Context: an optimization exercise on an open-source flow, tuned for small area, a short achievable clock period and few clock cycles. The choices shown serve that exercise and are no tape-out recipe.
Function was checked by simulation only, so behaviour that the tests miss may differ from the original.
Power is estimated from default activity; no workload was simulated.

== run a ==
## dither_core
module dither_core (
    input             clk,
    input             rst,
    input             reg_we,
    input      [2:0]  reg_addr,
    input      [31:0] reg_wdata,
    output reg [31:0] reg_rdata,
    output     [31:0] src_addr,
    input      [7:0]  src_data,
    output     [31:0] dst_raddr,
    input      [7:0]  dst_rdata,
    output            dst_we,
    output     [31:0] dst_waddr,
    output     [7:0]  dst_wdata,
    output            rnd_take,
    input      [8:0]  rnd_data
);
clock: 40.0 ns
lec_check: 0
abc_area: 1
cap_margin: 20
core_margin: 2
core_utilization: 60
place_density: 0.75
slew_margin: 20
standard.sh (not shown) runs the stock make flow with config.mk's settings and CLKGATE_MAP_FILE= SYNTH_SCRIPT=/design/flow/synth_recipe.tcl, a recipe that flattens the netlist after the stock synthesis.
==> flow/flow/run.sh <==
#!/bin/bash
# The standard layout (standard.sh, unchanged synthesis and steps) with these
# ORFS settings changed:
#  - the port buffers are plain buf_2 cells instead of the flow's default delay
#    cells (every input and output port still gets its buffer);
#  - clock tree synthesis builds the tree from clkbuf_4/clkbuf_8 cells and
#    inserts no dummy loads;
#  - repair_timing keeps working on paths until their slack is 22.5 ns, so the
#    register-port and port-to-port paths get sized up.
set -euo pipefail
export BUFFER_PORTS_ARGS="-buffer_cell sky130_fd_sc_hd__buf_2"
export CTS_ARGS="-sink_clustering_enable -repair_clock_nets -buf_list {sky130_fd_sc_hd__clkbuf_4 sky130_fd_sc_hd__clkbuf_8} -dont_use_dummy_load"
export SETUP_SLACK_MARGIN=22.5
bash standard.sh > standard.log 2>&1
Testbench counts of run a, summed over its fixed seeds: cycles 93,702.
Edits applied to the flow inputs when going from run a to run b:
diff --git a/flow/design.v b/flow/design.v
--- a/flow/design.v
+++ b/flow/design.v
@@ -534,55 +534,59 @@
     wire start_ok = reg_we && (reg_addr == 3'd0) && !busy && w_legal && w_filter &&
                     !((w_op == OP_PATTERN && (w_sel[2] | w_sel[1])) || (w_op == OP_ORDERED && (w_sel[2] & (w_sel[1] | w_sel[0])))) &&
                     (width != 16'd0) && (height != 16'd0);
     wire [32:0] ps_add = radd({20'd0, (pst == P_I1) ? {2'd0, csum} : psum}, {24'd0, src_data}, 1'b0);
     wire [32:0] cs_add = radd({22'd0, csum}, {24'd0, src_data}, 1'b0);
     always @(posedge clk) begin
+        s    <= src_data;
+        wbit <= pix_bit;
+        if (start_ok) begin
+            xm <= 3'd0;
+            ym <= 3'd0;
+        end else if (last_col) begin
+            xm <= 3'd0;
+            ym <= ym_n;
+        end else begin
+            xm <= xm_n;
+        end
+    end
+    always @(posedge clk) begin
         if (start_ok) begin
             a    <= 32'd0;
             xr   <= width;
             yr   <= height;
             xs   <= 2'd0;
             row0 <= 1'b1;
-            xm   <= 3'd0;
-            ym   <= 3'd0;
             en   <= 1'b0;
             em   <= 8'd0;
             wen  <= 1'b0;
             pend <= 2'd0;
             pst  <= P_F1;
         end else begin
             case (xst)
                 X_RUN: begin
                     a    <= a_inc[31:0];
-                    s    <= src_data;
-                    wbit <= pix_bit;
                     wen  <= 1'b1;
                     if (last_col) begin
                         xr <= width;
                         yr <= yr_d[15:0];
-                        xm <= 3'd0;
-                        ym <= ym_n;
                         em <= 8'd0;
                     end else begin
                         xr <= xr_d[15:0];
-                        xm <= xm_n;
                         en <= qneg(sed_v);
                         em <= qmag(sed_v);
                     end
                 end
                 X_FPRO: begin
                     a <= a_inc[31:0];
-                    s <= src_data;
                 end
                 X_FA: begin
                     q   <= {t1_n, va, dst_rdata};
                 end
                 X_FB: begin
                     a <= a_inc[31:0];
-                    s <= src_data;
                     en <= qneg(fb_v);
                     em <= fb_dif ? fs7(qmag(fb_v)) : 8'd0;
                     if (last_col) begin
                         xr   <= width;
                         yr   <= yr_d[15:0];
                         xs   <= 2'd0;
@@ -590,13 +594,12 @@
                     end else begin
                         xr <= xr_d[15:0];
                         xs <= xs[1] ? 2'd2 : xs + 2'd1;
                     end
                 end
                 X_PAT: begin
-                    s   <= src_data;
                     pst <= p_nx;
                     case (p_mv)
                         M_INC: a <= a_inc[31:0];
                         M_B:   a <= b;
                         default: ;
                     endcase
## What came out
- Run b vs. run a: parity-gate share of the synthesized area counting xor and xnor cells held, first-pass GRT wire length now sits higher.
- The layout multi-input combinational cell count in run b was higher than what run a gave.
- Between run b and run a, it is run b whose post-layout total power is higher, by 0.00028 W.
- The worst hold slack of run a and that of run b are within noise of each other.
- Summary of run b over run a: number of cells on the worst hold path has remained practically unchanged; wire length has increased; switching part of the total power has increased; share of cell area taken by multi-input logic gates has remained practically unchanged; area after synthesis has decreased.
- Higher synthesized cell count among run b and run a: run b
Testbench counts of run b, summed over its fixed seeds: cycles 93,702.

==> re-timing with driven ports <==
How much do the figures lean on ideal ports? The routed layouts below were timed once more, with nothing changed but the port constraints. Step 1 assumes that a clkbuf_16 drives the clock port and a buf_2 every other input. Step 2 moves the port delays by t, midway between the first and last clock arrival at a register: inputs arrive t later, outputs are due t later. That takes back most of the time a late clock gives input paths. a / b / c = no drivers / after step 1 / after step 2; a / b = the first two.
run	t, ns	setup WS [ns]	hold WS [ns]	worst setup path after step 2
run a	0.617	22.612 / 22.591 / 22.591	0.460 / 0.460 / 0.460	input to output
run b	0.590	22.557 / 22.538 / 22.538	0.459 / 0.459 / 0.459	input to output
After both steps setup and hold are still met in every run listed. For run a, which loses most, drivers alone change the setup slack by -0.021 ns; drivers and shift together by -0.021 ns.
